This is an optimization exercise on Yosys and OpenROAD, whose aim is small area, a short achievable clock period and few clock cycles, not a production implementation.
The RTL was checked by simulation tests, not by an equivalence proof against the original design.
Power figures rest on the tool's default switching activity, not on a simulated workload.

==> flow/design.v <==
module lhb_tx #(
    parameter TX_MSG_CAP = 128           
) (
    input  wire        clk,
    input  wire        rst,              
    input  wire        t_valid,
    input  wire [7:0]  t_data,
    input  wire        t_last,
    input  wire        t_empty,          
    output wire        t_ready,
    output wire        tx_valid,
    output wire [7:0]  tx_data,
    input  wire        tx_ready,
    output wire        e_valid,
    output wire [7:0]  e_arg,            
    output wire [15:0] e_len,            
    input  wire        e_ready
);
    localparam N  = TX_MSG_CAP + 3;      
    localparam EW = 8;                   
    localparam Q  = 105;                 
    localparam R  = Q + 1;               
    localparam ER = 8;                   
    localparam LA = TX_MSG_CAP + 1;      
    localparam AW = 8;
    localparam SW = 9;                   
    function [AW:0] nx;
        input [AW:0] a;
        nx = (a[AW-1:0] == N - 1) ? {~a[AW], {AW{1'b0}}} : {a[AW], a[AW-1:0] + 1'b1};
    endfunction
    function [AW-1:0] nxi;
        input [AW-1:0] a;
        nxi = (a == N - 1) ? {AW{1'b0}} : a + 1'b1;
    endfunction
    function [AW-1:0] dif;
        input [AW-1:0] a;
        input [AW-1:0] b;
        reg   [AW:0]   d;
        begin
            d   = {1'b0, a} - {1'b0, b};
            dif = d[AW] ? d[AW-1:0] + N : d[AW-1:0];
        end
    endfunction
    reg  [SW*N-1:0] drum;                
    localparam [1:0] W_DATA = 2'd0, W_EOF = 2'd1, W_SOF = 2'd2, W_C0 = 2'd3;
    reg  [1:0]    w_st;
    reg  [AW:0]   wr;                    
    reg  [AW-1:0] ow;                    
    reg  [AW:0]   sof;                   
    reg  [AW-1:0] lw;                    
    reg  [15:0]   mcnt;                  
    reg           lt_cap;                
    reg  [7:0]    first;                 
    reg           err_v;
    reg           t_rdy;
    reg           q_ok;                  
    reg  [7:0]    q_code;                
    reg           q_fill;                
    localparam R_SOF = 1'b0, R_BODY = 1'b1;
    reg           r_st;
    reg  [AW:0]   rd;                    
    reg  [AW-1:0] orr;                   
    reg           o_v;
    reg  [7:0]    o_d;                   
    reg  [7:0]    o_h;                   
    assign t_ready  = t_rdy;
    assign e_valid  = err_v;
    assign e_arg    = first;
    assign e_len    = mcnt;
    assign tx_valid = o_v;
    assign tx_data  = o_d;
    wire        t_take  = t_valid && t_rdy;
    wire [AW:0] wr1     = nx(wr);
    wire        full    = (wr[AW-1:0] == rd[AW-1:0]) && (wr[AW] != rd[AW]);
    wire        full1   = (wr1[AW-1:0] == rd[AW-1:0]) && (wr1[AW] != rd[AW]);
    wire        at_w    = (ow < EW);
    wire [AW-1:0] ow1   = nxi(ow);
    wire        at_w1   = (ow1 < EW);
    wire        can     = at_w && !full;
    wire        w_eof   = (w_st == W_EOF) && can;
    wire        w_sof   = (w_st == W_SOF) && !full;
    wire        w_c0    = (w_st == W_C0) && can;
    wire        m_adv   = w_eof || w_sof || w_c0;
    wire        e_take  = err_v && e_ready;
    wire [AW-1:0] ow_i  = m_adv ? ow : ow1;
    wire [AW:0]   wr_i  = m_adv ? wr1 : wr;
    wire [AW-1:0] lw_i  = w_eof ? 8'd0 : m_adv ? lw + 1'b1 : lw;
    reg  [1:0]    w_st_i;
    always @(*) begin
        w_st_i = w_st;
        case (w_st)
        W_EOF:   if (w_eof) w_st_i = W_SOF;
        W_SOF:   if (w_sof) w_st_i = W_C0;
        W_C0:    if (w_c0)  w_st_i = W_DATA;
        default: ;
        endcase
    end
    wire        cap_i   = (w_eof || e_take) ? 1'b1 : lt_cap;
    wire        err_i   = err_v && !e_ready;
    wire        at_w_i  = m_adv ? at_w : at_w1;
    wire        full_i  = m_adv ? full1 : full;
    wire        rdy_i   = (w_st_i == W_DATA) && !err_i && (!cap_i || (at_w_i && !full_i));
    wire          ret     = !lt_cap && (mcnt == TX_MSG_CAP);
    wire [AW-1:0] ow_ret  = (ow >= N - 1 - TX_MSG_CAP) ? ow - (N - 1 - TX_MSG_CAP) : ow + TX_MSG_CAP + 1;
    wire [AW-1:0] ow_d    = lt_cap ? ow : ret ? ow_ret : ow1;
    wire [AW:0]   wr_d    = lt_cap ? wr1 : ret ? nx(nx(sof)) : wr;
    wire [AW-1:0] lw_d    = lt_cap ? lw + 1'b1 : ret ? 8'd2 : lw;
    wire [15:0]   mcnt_d  = (mcnt == 16'hFFFF) ? mcnt : mcnt + 16'd1;
    wire          cap_d   = lt_cap && (mcnt != TX_MSG_CAP - 1);
    wire          rdy_d   = !cap_d || (at_w && !full1);    
    wire          b_wok  = t_rdy && (lt_cap || t_empty);    
    wire [SW-1:0] b_wd   = t_empty ? {1'b1, 8'hFF} : {t_data == 8'h00, t_data};
    wire          m_we   = w_eof || w_c0;
    wire [SW-1:0] m_wd   = {1'b1, {8{!w_c0}}};
    always @(posedge clk) begin
        if (rst) begin
            w_st   <= W_DATA;
            wr     <= 2;
            ow     <= 0;
            sof    <= 0;
            lw     <= 2;
            mcnt   <= 16'd0;
            lt_cap <= 1'b1;
            err_v  <= 1'b0;
            t_rdy  <= 1'b1;
        end else if (!t_take) begin
            w_st   <= w_st_i;
            wr     <= wr_i;
            ow     <= ow_i;
            lw     <= lw_i;
            if (w_eof)
                sof <= wr1;
            if (w_eof || e_take)
                mcnt <= 16'd0;
            lt_cap <= cap_i;
            err_v  <= err_i;
            t_rdy  <= rdy_i;
        end else if (t_empty) begin
            w_st   <= W_SOF;
            wr     <= wr1;
            lw     <= 8'd0;
            sof    <= wr1;
            t_rdy  <= 1'b0;
        end else begin
            w_st   <= (lt_cap && t_last) ? W_EOF : W_DATA;
            wr     <= wr_d;
            ow     <= ow_d;
            lw     <= lw_d;
            mcnt   <= mcnt_d;
            lt_cap <= cap_d;
            err_v  <= !lt_cap && t_last;
            t_rdy  <= !t_last && rdy_d;
        end
    end
    reg  [7:0] first_h;
    wire       f_ld = t_take && !t_empty && (mcnt == 16'd0);
    always @(posedge clk) begin
        first   <= f_ld ? t_data : first_h;
        first_h <= f_ld ? t_data : first;
    end
    integer j;
    reg [SW*N-1:0] drum_nx;
    always @(*) begin
        drum_nx = {drum[SW*(N-1)-1:0], drum[SW*(N-1) +: SW]};
        if (rst)
            drum_nx[0 +: SW] = {1'b1, 8'h00};
        else
            for (j = 0; j < EW; j = j + 1)
                if (ow == j) begin
                    if (m_we)
                        drum_nx[SW*j +: SW] = m_wd;
                    else if (b_wok && t_valid)
                        drum_nx[SW*j +: SW] = b_wd;
                end
        if (q_fill)
            drum_nx[SW*Q +: SW] = {1'b1, q_code};
    end
    always @(posedge clk)
        drum <= drum_nx;
    function [7:0] lookahead;
        input [SW*N-1:0] d;
        integer k;
        begin
            lookahead = 8'd0;
            for (k = LA; k >= 1; k = k - 1)
                if (d[SW*((Q - 2 - k + N) % N) + 8])
                    lookahead = k;
        end
    endfunction
    wire [SW-1:0] q_slot = drum[SW*(Q-2) +: SW];
    wire [AW-1:0] q_off  = (ow <= Q - 3) ? Q - 3 - ow : Q - 3 + N - ow;
    always @(posedge clk) begin
        if (rst) begin
            q_ok   <= 1'b0;
            q_fill <= 1'b0;
        end else begin
            q_ok   <= (q_off >= lw);
            q_fill <= q_slot[8] && (q_slot[7:0] == 8'h00) && q_ok;
        end
        q_code <= lookahead(drum);
    end
    reg [SW-1:0] r_slot;
    integer      i;
    always @(*) begin
        r_slot = drum[SW*R +: SW];
        for (i = 1; i < ER; i = i + 1)
            if (orr == i)
                r_slot = drum[SW*(R+i) +: SW];
    end
    wire r_eof = r_slot[8] && (&r_slot[7:0]);
    wire r_c0  = |drum[SW*Q +: 8];       
    wire r_at  = (orr < ER);
    wire r_ok  = (r_st == R_BODY) || ((orr == 0) && (rd != sof) && r_c0);
    wire r_go  = r_at && r_ok && (!o_v || tx_ready);
    wire       o_ld  = !o_v || tx_ready;
    wire [7:0] o_new = (r_st == R_SOF || r_eof) ? 8'h00 : r_slot[7:0];
    always @(posedge clk) begin
        o_d <= o_ld ? o_new : o_h;
        o_h <= o_ld ? o_new : o_d;
    end
    always @(posedge clk) begin
        if (rst) begin
            r_st <= R_SOF;
            rd   <= 0;
            orr  <= N + 1 - R;
            o_v  <= 1'b0;
        end else begin
            if (r_go) begin
                rd  <= nx(rd);
                o_v <= 1'b1;
                if (r_st == R_SOF)
                    r_st <= R_BODY;
                else if (r_eof)
                    r_st <= R_SOF;
            end else begin
                orr <= nxi(orr);
                if (tx_ready)
                    o_v <= 1'b0;
            end
        end
    end
endmodule
==> flow/flow/run.sh <==
#!/bin/bash
# Standard layout, with port buffers of a fixed drive, a clock tree of
# larger sink clusters without dummy loads, and timing repair aiming for a
# setup slack margin of 6.9 ns at the design's clock period.
set -euo pipefail
bash standard.sh SETUP_SLACK_MARGIN=6.9 \
  'BUFFER_PORTS_ARGS=-buffer_cell sky130_fd_sc_hd__buf_4' \
  'CTS_ARGS=-sink_clustering_enable -repair_clock_nets -dont_use_dummy_load -sink_clustering_size 24 -sink_clustering_max_diameter 100' \
  finish > standard.log 2>&1
==> flow/standard.sh <==
#!/bin/bash
# synth_recipe.tcl (not shown) runs the flow's synth.tcl, then flattens the netlist and writes it again
# the make line also repeats each setting of config.mk as NAME=value (left out here)
make -C /OpenROAD-flow-scripts/flow DESIGN_CONFIG=/design/flow/config.mk WORK_HOME=/design/flow/orfs CLKGATE_MAP_FILE= SYNTH_SCRIPT=/design/flow/synth_recipe.tcl "${@:-finish}"
==> flow/config.mk <==
export PLATFORM = sky130hd
export DESIGN_NAME = lhb_tx
export DESIGN_NICKNAME = lhb_tx
export VERILOG_FILES = /design/flow/design.v
export SDC_FILE = /design/flow/constraint.sdc
export NUM_CORES = 4
export LEC_CHECK = 0
export ABC_AREA = 1
export ABC_CLOCK_PERIOD_IN_PS = 3000
export CAP_MARGIN = 20
export CORE_MARGIN = 2
export CORE_UTILIZATION = 55
export PLACE_DENSITY = 0.7
export SLEW_MARGIN = 20
==> flow/constraint.sdc <==
create_clock -name core_clock -period 10.0 [get_ports {clk}]
set_input_delay 2.0000 -clock core_clock [delete_from_list [all_inputs] [get_ports {clk}]]
set_output_delay 2.0000 -clock core_clock [all_outputs]
set_load 0.01 [all_outputs]
==> load_flow_metrics.sql, run 1 <==
INSERT INTO impl_metrics (metric_group, metric, value, unit) VALUES
('placed_design', 'gpl.final_weighted_congestion', '0.883', ''),
('worst_setup_path', 'rr_startpoint', 'drum[962]', ''),
('worst_setup_path', 'critical_path.most_common_cell', 'nand2_1', ''),
('global_routing', 'grt_first_pass_wirelength', '93100', 'µm'),
('worst_hold_path', 'whs_endpoint', 'drum[124]', ''),
('run', 'cap_violations', '0', ''),
('sta', 'timing.final.crit_share', '66.7', '%'),
('detailed_routing', 'starting_drc_count_in_detailed_routing', '913', ''),
('placed_design', 'placed_cells_incl_taps', '3861', ''),
('detailed_routing', 'topRoutingLayerUsed', 'met4', ''),
('global_routing', 'globalRouteTotalUtil', '17.7', '%'),
('cells_and_area', 'layout.cell_area.non_filler', '38300', 'µm²'),
('sta', 'report.final.hold_viol_count', '0', ''),
('placed_design', 'dp_slack', '3300', 'ps'),
('global_routing', 'initial_antenna_violation_count', '0', ''),
('global_routing', 'grt_pass1_vias', '18900', ''),
('yosys', 'post_syn_area', '34200', 'µm²'),
('power_and_ir_drop', 'vdd_drop_max', '0.196', 'mV'),
('cells_and_area', 'drive_gt1_share', '11.8', '%'),
('worst_setup_path', 'worst-path-max-fanout', '2', ''),
('sta', 'setup_viol', '0', ''),
('sta', 'timing.slew.headroom', '35.6', '%'),
('detailed_routing', 'met2_wirelength', '25800', 'µm'),
('detailed_routing', 'vias', '19200', ''),
('worst_setup_path', 'arrival', '7200', 'ps'),
('placed_design', 'place_area', '35700', 'µm²'),
('worst_setup_path', 'reg_to_reg_endpoint', 'q_code[0]', ''),
('clocking', 'cts_tree', 'done', ''),
('sta', 'timing.fmax', '150', 'MHz'),
('yosys', 'synthTopCellsByArea', 'dfxtp_1 (76%), nand2_1 (5.6%), inv_1 (3.1%), nor2_1 (2.5%), a21oi_1 (2.1%)', ''),
('sta', 'fin_tns_setup', '0', 'ps'),
('floorplan', 'die_x', '253', 'µm'),
('sta', 'setup_slack', '3330', 'ps'),
('detailed_routing', 'routed_wl', '56600', 'µm'),
('worst_setup_path', 'cp_max_stage_delay', '340', 'ps'),
('yosys', 'ys_types', '46', ''),
('power_and_ir_drop', 'leakage', '15.8', 'nW'),
('sta', 'timing.final.max_slew_violations', '0', ''),
('cells_and_area', 'antennaDiodeCount', '0', ''),
('worst_setup_path', 'ff2ff_path_depth', '129', ''),
('sta', 'worstMarginPinSlew', '959', 'ps'),
('clocking', 'ctsHoldBuffers', '0', ''),
('worst_setup_path', 'critical_path_class', 'reg -> reg', ''),
('sta', 'finClkSkew', '112', 'ps'),
('detailed_routing', 'drc_errors', '0', ''),
('yosys', 'netlist.top_cell.by_area', 'dfxtp_1', ''),
('detailed_routing', 'detail_route.wirelength.met1', '27200', 'µm'),
('clocking', 'cts_buffers', '60', ''),
('floorplan', 'floorplan.rows', '91', ''),
('floorplan', 'floorplan.die.height', '253', 'µm'),
('yosys', 'synth.yosys.seq_area_share', '75.9', '%'),
('worst_setup_path', 'worst_path_max_delay_cell', 'dfxtp_2', ''),
('yosys', 'async_flop_share', '0', '%'),
('sta', 'timing.final.crit_period', '6670', 'ps'),
('worst_setup_path', 'worst_setup_path_start_kind', 'flop', ''),
('cells_and_area', 'finish.cell_count_without_fillers', '3992', ''),
('worst_hold_path', 'worst_hold_startpoint', 'drum[115]', ''),
('worst_hold_path', 'holdCritPathClass', 'reg -> reg', ''),
('yosys', 'avgSynthCellArea', '11.3', 'µm²'),
('cells_and_area', 'areaGrowthSynthToFinish', '12.1', '%'),
('floorplan', 'io_pins', '50', ''),
('placed_design', 'io_buffer_count', '49', ''),
('detailed_routing', 'met3WireLength', '2340', 'µm'),
('worst_setup_path', 'worst-r2r-setup-slack', '3330', 'ps'),
('worst_setup_path', 'crit_required', '10530', 'ps'),
('outcome', 'run_status', 'complete, no violations', ''),
('floorplan', 'die_area', '64100', 'µm²'),
('clocking', 'worst_skew_pair.late_latency', '660', 'ps'),
('floorplan', 'design.core.area', '61600', 'µm²'),
('yosys', 'synthesis.yosys.warnings', '1', ''),
('yosys', 'synth.most_common_cell', 'dfxtp_1', '');
-- sequential cells by signal, summed over array words and instances (netlist names) --
register,count
q_fill,1
drum,1179
w_st,2
q_ok,1
lw,8
mcnt,16
rd,9
t_rdy,1
o_v,1
ow,8
q_code,8
r_st,1
err_v,1
o_h,8
first,8
orr,8
wr,9
sof,9
o_d,8
first_h,8
lt_cap,1
-- where the power goes --
group | internal, mW | total (mW) | switching [mW]
combinational | 0.522 | 1.30 | 0.778
sequential | 5.98 | 6.29 | 0.313
clock | 1.07 | 2.49 | 1.43
-- cell families after synthesis --
| group | count (synthesis) | synth area share [%] |
|---|---|---|
| muxes | 7 | 0.205 |
| adders and majority gates | 31 | 1.14 |
| xor gates and xnor gates | 30 | 0.769 |
| DFF | 1295 | 75.9 |
| buffers and inverters | 360 | 4.28 |
| and+or+nand+nor | 873 | 10.3 |
| AOI/OAI and AO/OA | 421 | 7.38 |
-- placed cells by master (no fill, tap or decap), drive strengths merged, types with 2 or more instances in the layout --
cell type,instances
o22ai,5
xor2,27
nor3,38
a21boi,5
nor4,15
or4,2
o221ai,2
nand3b,2
buf,122
o21a,6
inv,301
nand4,20
a211oi,12
o211a,2
nor2,225
o221a,2
clkinvlp,2
clkinv,3
o21ai,139
o311ai,2
nand3,43
o22a,42
dfxtp,1295
o211ai,21
or2,9
clkbuf,60
mux2i,7
a221oi,7
bufinv,8
a21oi,146
o31ai,5
nor3b,7
o2111ai,6
ha,31
xnor2,3
a31oi,9
a22oi,7
nand2,514
-- stage by stage --
step                      utilization (%)  hold WS, ps  total power [mW]
after floorplan                         -          310              7.19
after global placement               57.9          310              7.53
after detailed placement             57.9          312              7.57
after CTS                            61.2          255              10.1
after global routing                 62.1          257              10.6
final                                62.1          255              10.1
-- layer usage --
layer	GRT usage [%]	vias to the layer above
li1	-	9826
met1	24.5	8956
met2	28.9	338
met3	2.87	90
met4	4.92	0
met5	0	-
-- worst max path at each step --
stage,start,to,cells after the start
2_1_floorplan,drum[962],q_code[0],129
3_5_place_dp,drum[962],q_code[0],129
4_1_cts,drum[962],q_code[0],129
3_3_place_gp,drum[962],q_code[0],129
5_1_grt,drum[962],q_code[0],129
6_report,drum[962],q_code[0],129
-- critical path, delay by kind of cell, from the launching register on --
family                 cells  cell delay (ps)
AND/OR/NAND/NOR          128             6180
flip-flops                 1              340
buffers and inverters      1               40
-- final cells by class --
type / instances / area, µm²
timing repair buffer: 122 / 1080
tap: 837 / 1050
clock buffer: 60 / 1500
fill: 4891 / 23300
sequential: 1295 / 26000
multi-input combinational: 1364 / 7320
inverter: 314 / 1330
-- timing repair --
action,4_1_cts,5_1_grt
setup buffers,31,38
resized for setup,92,85
pin swaps,5,34
endpoints found under the setup margin,185,118
gates cloned,2,0
Testbench counts, summed over its fixed seeds: cycles 17,954.
==> run 2: changes to the inputs <==
--- a/flow/config.mk
+++ b/flow/config.mk
@@ -5,8 +5,7 @@
 export SDC_FILE = /design/flow/constraint.sdc
 export NUM_CORES = 4
 export LEC_CHECK = 0
-export ABC_AREA = 1
-export ABC_CLOCK_PERIOD_IN_PS = 3000
+export ABC_CLOCK_PERIOD_IN_PS = 5000
 export CAP_MARGIN = 20
 export CORE_MARGIN = 2
 export CORE_UTILIZATION = 55
==> run 2 against run 1 <==
Final cell count fell by 13%. Sequential share of layout area rose by 1.6 points. Critical path type is now reg -> out. Largest power group unchanged. Final area fell by 2.1%. Global-route usage rose by 0.12 points. Utilization fell by 0.18 points. Still clean on timing, DRC and antenna. Synthesized cell count fell by 14%. Setup slack improved by 3500 ps. Worst hold slack improved by 14 ps.
==> load_flow_metrics.sql, run 2 <==
INSERT INTO impl_metrics (metric_group, metric, value, unit) VALUES
('outcome', 'run_status', 'complete, no violations', ''),
('sta', 'setup_viol', '0', ''),
('placed_design', 'gpl.final_weighted_congestion', '0.882', ''),
('cells_and_area', 'layout.cells.most_common', 'dfxtp_1', ''),
('cells_and_area', 'num-nets-final', '2730', ''),
('clocking', 'cts_buffers', '60', ''),
('worst_setup_path', 'worst_setup_path_start_kind', 'flop', ''),
('yosys', 'post_syn_area', '33700', 'µm²'),
('yosys', 'netlist.top_cell.by_area', 'dfxtp_1', ''),
('placed_design', 'io_buffer_count', '49', ''),
('detailed_routing', 'wl_per_cell', '16.4', 'µm'),
('global_routing', 'globalRouteTotalUtil', '17.8', '%'),
('power_and_ir_drop', 'switchingPower', '1.94', 'mW'),
('worst_setup_path', 'crit_required', '8000', 'ps'),
('power_and_ir_drop', 'total_power', '8.92', 'mW'),
('clocking', 'worst_skew_pair.late_latency', '660', 'ps'),
('worst_setup_path', 'worst-path-max-fanout', '2', ''),
('clocking', 'cts-root-buf', 'clkbuf_16', ''),
('yosys', 'async_flop_share', '0', '%'),
('sta', 'timing.slew.headroom', '47.8', '%'),
('power_and_ir_drop', 'power_report.internal_total', '6.98', 'mW'),
('power_and_ir_drop', 'power_switching_share', '21.7', '%'),
('worst_setup_path', 'timing.critical_path.cells', 'buf_6', ''),
('detailed_routing', 'firstDrtPassIters', '8', ''),
('power_and_ir_drop', 'vdd_drop_max', '0.149', 'mV'),
('sta', 'finClkSkew', '70.9', 'ps'),
('yosys', 'synth_largest_type_area_fraction', '76.9', '%'),
('detailed_routing', 'route.detailed.vias_per_inst', '5.26', ''),
('worst_setup_path', 'worst_path_max_delay_cell', 'dfxtp_4', ''),
('yosys', 'ys_types', '80', ''),
('yosys', 'netlist_instances', '2582', ''),
('clocking', 'cts.htree.levels', '2', ''),
('yosys', 'synth.yosys.seq_area_share', '76.9', '%'),
('cells_and_area', 'drive_gt1_share', '12.5', '%'),
('sta', 'rsz0062_at_grt', 'true', ''),
('detailed_routing', 'vias', '18200', ''),
('detailed_routing', 'ant_nets', '0', ''),
('global_routing', 'grt_first_pass_wirelength', '92600', 'µm'),
('placed_design', 'dp.final_hpwl', '36100', 'µm'),
('yosys', 'avgSynthCellArea', '13.1', 'µm²'),
('cells_and_area', 'finish.cell_count_without_fillers', '3464', ''),
('global_routing', 'gr-usage-met3', '2.89', '%'),
('worst_setup_path', 'critPathBufInv', '1', ''),
('worst_hold_path', 'holdCritPathClass', 'reg -> reg', ''),
('floorplan', 'floorplan.rows', '90', ''),
('cells_and_area', 'post-route-util', '62.0', '%'),
('power_and_ir_drop', 'power.share.combinational', '5.9', '%'),
('cells_and_area', 'antennaDiodeCount', '0', ''),
('global_routing', 'gr-usage-met1', '25.9', '%'),
('worst_setup_path', 'critical_path_class', 'reg -> out', ''),
('power_and_ir_drop', 'pwr_cell_area', '238', 'nW/µm²'),
('floorplan', 'floorplan.die.height', '252', 'µm'),
('clocking', 'cts_tree', 'done', ''),
('global_routing', 'initial_antenna_violation_count', '1', ''),
('global_routing', 'grt_overflow_total', '0', ''),
('floorplan', 'design.core.area', '60500', 'µm²'),
('cells_and_area', 'most-common-layout-cells', 'dfxtp_1 (1252), nor2_1 (178), a21oi_1 (104)', ''),
('power_and_ir_drop', 'share_seq_of_total_power', '66.1', '%'),
('global_routing', 'grt_met2_use', '27.3', '%'),
('sta', 'timing.final.crit_period', '3140', 'ps'),
('yosys', 'postSynthRegisterBits', '1295', ''),
('sta', 'report.final.hold_viol_count', '0', ''),
('global_routing', 'busiest_layer', 'met2', ''),
('worst_setup_path', 'worst_path_dominant_cell_family', 'flip-flops', ''),
('floorplan', 'io_pins', '50', ''),
('sta', 'timing.final.max_slew_violations', '0', ''),
('yosys', 'synthTopCellsByArea', 'dfxtp_1 (77%), nor2_1 (2.0%), a21oi_1 (1.6%), o21ai_0 (1.4%), a22o_1 (1.4%)', ''),
('yosys', 'synth.most_common_cell', 'dfxtp_1', ''),
('clocking', 'clk_path_buf_depth', '3', ''),
('worst_setup_path', 'arrival', '1140', 'ps'),
('global_routing', 'grt_max_degree', '41', ''),
('placed_design', 'place_area', '34900', 'µm²'),
('cells_and_area', 'areaGrowthSynthToFinish', '11.1', '%'),
('sta', 'worstMarginPinSlew', '783', 'ps'),
('yosys', 'yosys_most_used_dff', 'dfxtp_1', ''),
('yosys', 'synthesis.yosys.warnings', '1', ''),
('worst_setup_path', 'cp_max_stage_delay', '410', 'ps'),
('cells_and_area', 'final.fill_count', '4560', ''),
('clocking', 'worst_setup_hold_path_clk_slew', '90', 'ps'),
('power_and_ir_drop', 'share_clk_of_total_power', '28.0', '%'),
('sta', 'timing.final.crit_share', '31.4', '%'),
('power_and_ir_drop', 'leakage', '14.6', 'nW'),
('yosys', 'mappedNetlistNets', '2628', ''),
('placed_design', 'placed_cells_incl_taps', '3344', ''),
('detailed_routing', 'drc_errors', '0', ''),
('yosys', 'synth_edf_count', '0', ''),
('clocking', 'clock_sink_count', '1295', ''),
('global_routing', 'grt_pass1_vias', '17800', ''),
('floorplan', 'die_x', '252', 'µm'),
('sta', 'fin_tns_setup', '0', 'ps'),
('worst_setup_path', 'worstSetupEndpointType', 'output port', ''),
('cells_and_area', 'largest_reg_flops', '1179', ''),
('run', 'cap_violations', '0', ''),
('cells_and_area', 'largest_registers', 'drum (1179), mcnt (16)', ''),
('floorplan', 'die_area', '63300', 'µm²'),
('floorplan', 'initial_util', '55.8', '%'),
('yosys', 'yosys-top-cells-count', 'dfxtp_1 (1295), nor2_1 (184), a21oi_1 (106)', ''),
('detailed_routing', 'starting_drc_count_in_detailed_routing', '1091', ''),
('cells_and_area', 'register_with_the_highest_flop_count', 'drum', ''),
('cells_and_area', 'layout.cell_area.non_filler', '37500', 'µm²'),
('clocking', 'ctsHoldBuffers', '0', ''),
('detailed_routing', 'routed_wl', '56900', 'µm'),
('sta', 'timing.fmax', '319', 'MHz');
[run 2: cell type report]
class / count / area, µm² / share of cell area [%]
Sequential cell: 1295 / 26000 / 69.5
Multi-Input combinational cell: 1156 / 7740 / 20.6
Inverter: 62 / 246 / 0.658
Clock buffer: 60 / 1500 / 4.01
Timing Repair Buffer: 109 / 963 / 2.57
Tap cell: 782 / 978 / 2.61
[run 2: timing repair]
action,in CTS,in global routing
setup buffers,30,28
pin swaps,5,10
setup endpoints to repair,142,148
cloned,1,1
resized for setup,125,44
[run 2: worst paths after layout]
kind | from | endpoint | slack, ps | cells past startpoint
worst max-delay path | o_d[2] | tx_data[2] | 6860 | 1
worst min-delay path | drum[202] | drum[211] | 270 | 0
worst max register to register | orr[6] | o_h[3] | 7010 | 11
worst min register to register | drum[202] | drum[211] | 270 | 0
[run 2: power by group through the flow]
stage	clock (mW)	sequential, mW	combinational, mW
after floorplan	0	5.92	0.359
after global placement	0	5.99	0.455
after detailed placement	0	6.01	0.469
after CTS	2.57	5.90	0.499
after global routing	2.77	5.95	0.585
final	2.50	5.89	0.529
[run 2: through the flow]
step	setup slack, ps	hold WS [ps]
after floorplan	6740	310
after global placement	5960	310
after detailed placement	5920	312
after CTS	6830	261
after global routing	6810	271
final	6860	269
[run 2: layer usage]
metal / up-vias / share of wire [%]
met5: - / 0
met4: 0 / 2.9
met3: 107 / 4.9
met2: 403 / 43
met1: 8690 / 49
li1: 9016 / -
[run 2: cell families (layout without fill, tap and decap cells)]
| kind of cell | Yosys count | after routing | share of synthesized area (%) |
|---|---|---|---|
| flops | 1295 | 1295 | 76.9 |
| simple gates | 573 | 574 | 8.46 |
| compound gates | 434 | 435 | 8.68 |
| buf+inv | 133 | 231 | 1.56 |
| xor+xnor | 86 | 86 | 2.23 |
| fa+ha+maj | 31 | 31 | 1.15 |
| mux | 30 | 30 | 1.02 |
==> run 3: changes to the inputs <==
--- a/flow/config.mk
+++ b/flow/config.mk
@@ -5,7 +5,7 @@
 export SDC_FILE = /design/flow/constraint.sdc
 export NUM_CORES = 4
 export LEC_CHECK = 0
-export ABC_CLOCK_PERIOD_IN_PS = 5000
+export ABC_CLOCK_PERIOD_IN_PS = 2200
 export CAP_MARGIN = 20
 export CORE_MARGIN = 2
 export CORE_UTILIZATION = 55
==> run 3 against run 2 <==
Still clean on timing, DRC and antenna. Combinational power is essentially flat. Global-route usage is the same. Non-clock buffer count is the same. First-iteration DRC count is the same. Flip-flop and latch count is the same. Clock-buffer cell count is the same. Clock power is essentially flat. Final area is the same. Sequential share of layout area is the same. Critical endpoint unchanged. Largest cell class unchanged. Largest power group unchanged. Highest routed layer unchanged.
==> load_flow_metrics.sql, run 3 <==
INSERT INTO impl_metrics (metric_group, metric, value, unit) VALUES
('outcome', 'run_status', 'complete, no violations', ''),
('yosys', 'netlist.top_cell.by_area', 'dfxtp_1', ''),
('floorplan', 'die_area', '63300', 'µm²'),
('power_and_ir_drop', 'share_seq_of_total_power', '66.1', '%'),
('worst_setup_path', 'worst-path-max-fanout', '2', ''),
('yosys', 'synth.yosys.seq_area_share', '76.9', '%'),
('power_and_ir_drop', 'switchingPower', '1.94', 'mW'),
('detailed_routing', 'firstDrtPassIters', '8', ''),
('yosys', 'yosys-top-cells-count', 'dfxtp_1 (1295), nor2_1 (184), a21oi_1 (106)', ''),
('detailed_routing', 'ant_nets', '0', ''),
('floorplan', 'floorplan.rows', '90', ''),
('yosys', 'yosys_most_used_dff', 'dfxtp_1', ''),
('sta', 'worstMarginPinSlew', '783', 'ps'),
('floorplan', 'initial_util', '55.8', '%'),
('power_and_ir_drop', 'leakage', '14.6', 'nW'),
('power_and_ir_drop', 'vdd_drop_max', '0.149', 'mV'),
('clocking', 'cts_tree', 'done', ''),
('yosys', 'synthTopCellsByArea', 'dfxtp_1 (77%), nor2_1 (2.0%), a21oi_1 (1.6%), o21ai_0 (1.4%), a22o_1 (1.4%)', ''),
('placed_design', 'place_area', '34900', 'µm²'),
('clocking', 'cts_buffers', '60', ''),
('sta', 'timing.final.crit_share', '31.4', '%'),
('cells_and_area', 'areaGrowthSynthToFinish', '11.1', '%'),
('yosys', 'synth.most_common_cell', 'dfxtp_1', ''),
('worst_setup_path', 'worst_path_dominant_cell_family', 'flip-flops', ''),
('cells_and_area', 'drive_gt1_share', '12.5', '%'),
('clocking', 'ctsHoldBuffers', '0', ''),
('sta', 'fin_tns_setup', '0', 'ps'),
('worst_setup_path', 'rr_startpoint', 'orr[6]', ''),
('cells_and_area', 'post-route-util', '62.0', '%'),
('detailed_routing', 'drc_errors', '0', ''),
('placed_design', 'placed_cells_incl_taps', '3344', ''),
('worst_setup_path', 'worst_path_max_delay_cell', 'dfxtp_4', ''),
('placed_design', 'io_buffer_count', '49', ''),
('global_routing', 'grt_first_pass_wirelength', '92600', 'µm'),
('cells_and_area', 'largest_reg_flops', '1179', ''),
('cells_and_area', 'layout.cell_area.non_filler', '37500', 'µm²'),
('power_and_ir_drop', 'power_switching_share', '21.7', '%'),
('worst_setup_path', 'critPathBufInv', '1', ''),
('global_routing', 'grt_overflow_total', '0', ''),
('detailed_routing', 'route.detailed.vias_per_inst', '5.26', ''),
('detailed_routing', 'vias', '18200', ''),
('global_routing', 'grt_max_degree', '41', ''),
('detailed_routing', 'routed_wl', '56900', 'µm'),
('cells_and_area', 'num-nets-final', '2730', ''),
('floorplan', 'die_x', '252', 'µm'),
('clocking', 'clock_sink_count', '1295', ''),
('sta', 'setup_viol', '0', ''),
('worst_setup_path', 'critical_path_class', 'reg -> out', ''),
('cells_and_area', 'final.fill_count', '4560', ''),
('detailed_routing', 'starting_drc_count_in_detailed_routing', '1091', ''),
('worst_hold_path', 'worst_hold_startpoint', 'drum[202]', ''),
('sta', 'timing.fmax', '319', 'MHz'),
('run', 'cap_violations', '0', ''),
('clocking', 'worst_skew_pair.late_latency', '660', 'ps'),
('yosys', 'synth_largest_type_area_fraction', '76.9', '%'),
('yosys', 'ys_types', '80', ''),
('clocking', 'worst_setup_hold_path_clk_slew', '90', 'ps'),
('worst_setup_path', 'worst_setup_path_start_kind', 'flop', ''),
('cells_and_area', 'largest_registers', 'drum (1179), mcnt (16)', ''),
('worst_setup_path', 'timing.critical_path.cells', 'buf_6', ''),
('sta', 'timing.final.max_slew_violations', '0', ''),
('placed_design', 'dp.final_hpwl', '36100', 'µm'),
('cells_and_area', 'most-common-layout-cells', 'dfxtp_1 (1252), nor2_1 (178), a21oi_1 (104)', ''),
('power_and_ir_drop', 'power.share.combinational', '5.9', '%'),
('global_routing', 'grt_pass1_vias', '17800', ''),
('yosys', 'synthesis.yosys.warnings', '1', ''),
('worst_hold_path', 'holdCritPathClass', 'reg -> reg', ''),
('clocking', 'cts.htree.levels', '2', ''),
('clocking', 'clk_path_buf_depth', '3', ''),
('yosys', 'postSynthRegisterBits', '1295', ''),
('worst_setup_path', 'cp_max_stage_delay', '410', 'ps'),
('cells_and_area', 'layout.cells.most_common', 'dfxtp_1', ''),
('sta', 'report.final.hold_viol_count', '0', ''),
('worst_setup_path', 'arrival', '1140', 'ps'),
('floorplan', 'io_pins', '50', ''),
('global_routing', 'globalRouteTotalUtil', '17.8', '%'),
('floorplan', 'floorplan.die.height', '252', 'µm'),
('worst_setup_path', 'crit_required', '8000', 'ps'),
('power_and_ir_drop', 'share_clk_of_total_power', '28.0', '%'),
('yosys', 'avgSynthCellArea', '13.1', 'µm²'),
('yosys', 'synth_edf_count', '0', ''),
('clocking', 'cts-root-buf', 'clkbuf_16', ''),
('power_and_ir_drop', 'power_report.internal_total', '6.98', 'mW'),
('placed_design', 'gpl.final_weighted_congestion', '0.882', ''),
('cells_and_area', 'antennaDiodeCount', '0', ''),
('floorplan', 'design.core.area', '60500', 'µm²'),
('sta', 'timing.final.crit_period', '3140', 'ps'),
('sta', 'rsz0062_at_grt', 'true', ''),
('cells_and_area', 'register_with_the_highest_flop_count', 'drum', ''),
('worst_setup_path', 'worstSetupEndpointType', 'output port', ''),
('cells_and_area', 'finish.cell_count_without_fillers', '3464', ''),
('worst_hold_path', 'whs_path_depth', '0', ''),
('worst_setup_path', 'reg_to_reg_endpoint', 'o_h[3]', ''),
('detailed_routing', 'wl_per_cell', '16.4', 'µm'),
('yosys', 'mappedNetlistNets', '2628', ''),
('sta', 'finalHoldWorstSlack', '269', 'ps'),
('yosys', 'post_syn_area', '33700', 'µm²'),
('yosys', 'netlist_instances', '2582', ''),
('global_routing', 'initial_antenna_violation_count', '1', ''),
('worst_setup_path', 'ff2ff_path_depth', '11', ''),
('worst_hold_path', 'whs_endpoint', 'drum[211]', ''),
('sta', 'finClkSkew', '70.9', 'ps'),
('power_and_ir_drop', 'pwr_cell_area', '238', 'nW/µm²'),
('worst_setup_path', 'worstSetupPathDepth', '1', ''),
('worst_setup_path', 'worst-r2r-setup-slack', '7010', 'ps'),
('yosys', 'async_flop_share', '0', '%'),
('sta', 'timing.slew.headroom', '47.8', '%');
[run 3: cell counts after synthesis]
Identical to the previous run, type by type.
[run 3: power groups by stage]
stage / Sequential (mW) / Clock [mW] / Combinational, mW
2_1_floorplan: 5.92 / 0 / 0.359
6_report: 5.89 / 2.50 / 0.529
3_5_place_dp: 6.01 / 0 / 0.469
5_1_grt: 5.95 / 2.77 / 0.585
4_1_cts: 5.90 / 2.57 / 0.499
3_3_place_gp: 5.99 / 0 / 0.455
[run 3: per-layer routing]
metal	track usage, %	vias up	part of all wire, %
met5	0	-	0
met2	27.3	403	43
li1	-	9016	-
met3	2.89	107	4.9
met1	25.9	8690	49
met4	6.09	0	2.9
[run 3: layout make-up]
class                   count  area, µm²  share of cell area, %
clock buffers              60       1500                   4.01
inverters                  62        246                  0.658
multi-input cells        1156       7740                   20.6
flip-flops and latches   1295      26000                   69.5
well taps                 782        978                   2.61
repair buffers            109        963                   2.57
[run 3: timing repair]
item / CTS / global route
gates resized for setup: 125 / 44
setup buffers: 30 / 28
setup endpoints to repair: 142 / 148
gates cloned: 1 / 1
pin swaps: 5 / 10
[run 3: how the worst max path moves through the flow]
stage	from	end	slack, ps
after floorplan	t_valid	lw[7]	6740
after global placement	t_valid	lw[7]	5960
after detailed placement	orr[0]	o_d[3]	5920
after CTS	o_d[5]	tx_data[5]	6830
after global routing	rd[2]	drum[12]	6810
final	o_d[2]	tx_data[2]	6860
[run 3: per-stage QoR]
step | setup slack (ps) | power [mW]
3_3_place_gp | 5960 | 6.45
2_1_floorplan | 6740 | 6.28
4_1_cts | 6830 | 8.97
5_1_grt | 6810 | 9.31
3_5_place_dp | 5920 | 6.48
6_report | 6860 | 8.92
[run 3: cell families after synthesis]
family	share of synthesized area (%)
multiplexers	1.02
buffers and inverters	1.56
adder cells (fa/ha/maj)	1.15
XOR/XNOR	2.23
AND/OR/NAND/NOR	8.46
AO/OA/AOI/OAI	8.68
flip-flops	76.9
==> run 4: changes to the inputs <==
--- a/flow/config.mk
+++ b/flow/config.mk
@@ -5,7 +5,7 @@
 export SDC_FILE = /design/flow/constraint.sdc
 export NUM_CORES = 4
 export LEC_CHECK = 0
-export ABC_CLOCK_PERIOD_IN_PS = 2200
+export ABC_CLOCK_PERIOD_IN_PS = 3000
 export CAP_MARGIN = 20
 export CORE_MARGIN = 2
 export CORE_UTILIZATION = 55
==> run 4 against run 3 <==
Final area unchanged. Worst hold slack unchanged. Combinational power about the same. Die area unchanged. Clock skew unchanged. Setup slack unchanged. Clock power about the same. Still clean on timing, DRC and antenna. Wire length unchanged. Total power unchanged. Highest routed layer unchanged.
==> load_flow_metrics.sql, run 4 <==
INSERT INTO impl_metrics (metric_group, metric, value, unit) VALUES
('yosys', 'avgSynthCellArea', '13.1', 'µm²'),
('cells_and_area', 'areaGrowthSynthToFinish', '11.1', '%'),
('yosys', 'synth_edf_count', '0', ''),
('floorplan', 'io_pins', '50', ''),
('yosys', 'netlist.top_cell.by_area', 'dfxtp_1', ''),
('worst_setup_path', 'worst_setup_path_start_kind', 'flop', ''),
('clocking', 'cts_tree', 'done', ''),
('worst_setup_path', 'crit_required', '8000', 'ps'),
('yosys', 'synth_largest_type_area_fraction', '76.9', '%'),
('power_and_ir_drop', 'total_power', '8.92', 'mW'),
('placed_design', 'io_buffer_count', '49', ''),
('cells_and_area', 'drive_gt1_share', '12.5', '%'),
('worst_setup_path', 'worst_path_dominant_cell_family', 'flip-flops', ''),
('floorplan', 'floorplan.die.height', '252', 'µm'),
('global_routing', 'globalRouteTotalUtil', '17.8', '%'),
('power_and_ir_drop', 'vdd_drop_max', '0.149', 'mV'),
('detailed_routing', 'ant_nets', '0', ''),
('worst_setup_path', 'critPathBufInv', '1', ''),
('placed_design', 'dp.final_hpwl', '36100', 'µm'),
('worst_setup_path', 'reg_to_reg_endpoint', 'o_h[3]', ''),
('detailed_routing', 'routed_wl', '56900', 'µm'),
('worst_setup_path', 'rr_startpoint', 'orr[6]', ''),
('cells_and_area', 'largest_registers', 'drum (1179), mcnt (16)', ''),
('clocking', 'cts-root-buf', 'clkbuf_16', ''),
('floorplan', 'design.core.area', '60500', 'µm²'),
('sta', 'timing.final.crit_share', '31.4', '%'),
('detailed_routing', 'route.detailed.vias_per_inst', '5.26', ''),
('sta', 'fin_tns_setup', '0', 'ps'),
('yosys', 'synth.yosys.seq_area_share', '76.9', '%'),
('global_routing', 'grt_max_degree', '41', ''),
('yosys', 'ys_types', '80', ''),
('floorplan', 'die_area', '63300', 'µm²'),
('detailed_routing', 'vias', '18200', ''),
('global_routing', 'initial_antenna_violation_count', '1', ''),
('placed_design', 'dp_slack', '5920', 'ps'),
('placed_design', 'gpl.final_weighted_congestion', '0.882', ''),
('worst_setup_path', 'cp_max_stage_delay', '410', 'ps'),
('yosys', 'post_syn_area', '33700', 'µm²'),
('floorplan', 'die_x', '252', 'µm'),
('sta', 'finClkSkew', '70.9', 'ps'),
('worst_setup_path', 'worstSetupPathDepth', '1', ''),
('sta', 'timing.final.max_slew_violations', '0', ''),
('yosys', 'synthTopCellsByArea', 'dfxtp_1 (77%), nor2_1 (2.0%), a21oi_1 (1.6%), o21ai_0 (1.4%), a22o_1 (1.4%)', ''),
('power_and_ir_drop', 'leakage', '14.6', 'nW'),
('detailed_routing', 'firstDrtPassIters', '8', ''),
('clocking', 'ctsHoldBuffers', '0', ''),
('clocking', 'clk_path_buf_depth', '3', ''),
('cells_and_area', 'register_with_the_highest_flop_count', 'drum', ''),
('cells_and_area', 'largest_reg_flops', '1179', ''),
('global_routing', 'grt_pass1_vias', '17800', ''),
('worst_setup_path', 'worstSetupEndpointType', 'output port', ''),
('cells_and_area', 'most-common-layout-cells', 'dfxtp_1 (1252), nor2_1 (178), a21oi_1 (104)', ''),
('detailed_routing', 'starting_drc_count_in_detailed_routing', '1091', ''),
('sta', 'setup_viol', '0', ''),
('outcome', 'run_status', 'complete, no violations', ''),
('yosys', 'postSynthRegisterBits', '1295', ''),
('clocking', 'worst_skew_pair.late_latency', '660', 'ps'),
('worst_setup_path', 'worst_path_max_delay_cell', 'dfxtp_4', ''),
('sta', 'worstMarginPinSlew', '783', 'ps'),
('run', 'cap_violations', '0', ''),
('worst_hold_path', 'holdCritPathClass', 'reg -> reg', ''),
('detailed_routing', 'drc_errors', '0', ''),
('cells_and_area', 'num-nets-final', '2730', ''),
('worst_setup_path', 'worst_setup_path_endpoint', 'tx_data[2]', ''),
('worst_setup_path', 'timing.critical_path.cells', 'buf_6', ''),
('cells_and_area', 'layout.cells.most_common', 'dfxtp_1', ''),
('cells_and_area', 'antennaDiodeCount', '0', ''),
('worst_setup_path', 'worst-r2r-setup-slack', '7010', 'ps'),
('yosys', 'synthesis.yosys.warnings', '1', ''),
('worst_setup_path', 'worst_setup_path_startpoint', 'o_d[2]', ''),
('clocking', 'cts.htree.levels', '2', '');
[run 4: report_power, final]
group / switching (mW) / leakage [nW] / internal (mW)
registers: 0.218 / 10.6 / 5.67
clock network: 1.43 / 0.739 / 1.07
logic: 0.287 / 3.32 / 0.241
total: 1.94 / 14.6 / 6.98
[run 4: routing by layer]
metal / GRT usage (%) / routed length, µm / share of wire [%]
met1: 25.9 / 27900 / 49
met2: 27.3 / 24500 / 43
met3: 2.89 / 2780 / 4.9
met4: 6.09 / 1670 / 2.9
met5: 0 / 0 / 0
[run 4: worst min-delay path by stage]
stage / start / to / slack (ps) / cells after the start
2_1_floorplan: drum[91] / drum[100] / 310 / 0
3_3_place_gp: drum[354] / drum[363] / 310 / 0
3_5_place_dp: drum[128] / drum[137] / 310 / 0
4_1_cts: drum[537] / drum[546] / 260 / 0
5_1_grt: drum[307] / drum[316] / 270 / 0
6_report: drum[202] / drum[211] / 270 / 0
[run 4: cell type report]
cell class | instances | area (µm²)
flip-flops and latches | 1295 | 26000
clock buffers | 60 | 1500
well taps | 782 | 978
multi-input cells | 1156 | 7740
inverters | 62 | 246
repair buffers | 109 | 963
fillers | 4560 | 23000
[run 4: through the flow]
stage | cells | util (%) | hold slack, ps
2_1_floorplan | 2582 | - | 310
3_3_place_gp | 3344 | 57.8 | 310
3_5_place_dp | 3344 | 57.8 | 312
4_1_cts | 3435 | 61.2 | 261
5_1_grt | 3464 | 62.0 | 271
6_report | 3464 | 62.0 | 269
[run 4: logic make-up after synthesis]
group                      count (synthesis)  synth area share (%)
AOI/OAI and AO/OA                        434                  8.68
muxes                                     30                  1.02
xor gates and xnor gates                  86                  2.23
adders and majority gates                 31                  1.15
buffers and inverters                    133                  1.56
DFF                                     1295                  76.9
and+or+nand+nor                          573                  8.46
[run 4: what timing repair did]
item,4_1_cts,5_1_grt
setup buffers,30,28
resized for setup,125,44
pin swaps,5,10
gates cloned,1,1
endpoints found under the setup margin,142,148

## afterwards: timing with drivers on the ports
In the flow no input, the clock included, has a driving cell. The finished layouts below were timed again as built, in two steps.
Step 1 assumes that a clkbuf_16 drives the clock port and a buf_2 every other input.
Step 2 moves the port delays by t, midway between the first and last clock arrival at a register: inputs arrive t later, outputs are due t later. That takes back most of the time a late clock gives input paths.
a / b / c = ideal ports / drivers / drivers and shift; a / b = the first two.
run	t (ns)	setup slack, ns	latest minus earliest clock arrival (ns)
run 1	0.666	3.328 / 3.328 / 3.328	0.115 / 0.115
run 2	0.678	6.862 / 6.804 / 6.326	0.087 / 0.087
run 3	0.678	6.862 / 6.804 / 6.326	0.087 / 0.087
run 4	0.678	6.862 / 6.804 / 6.326	0.087 / 0.087
After both steps every run listed still meets setup and hold.
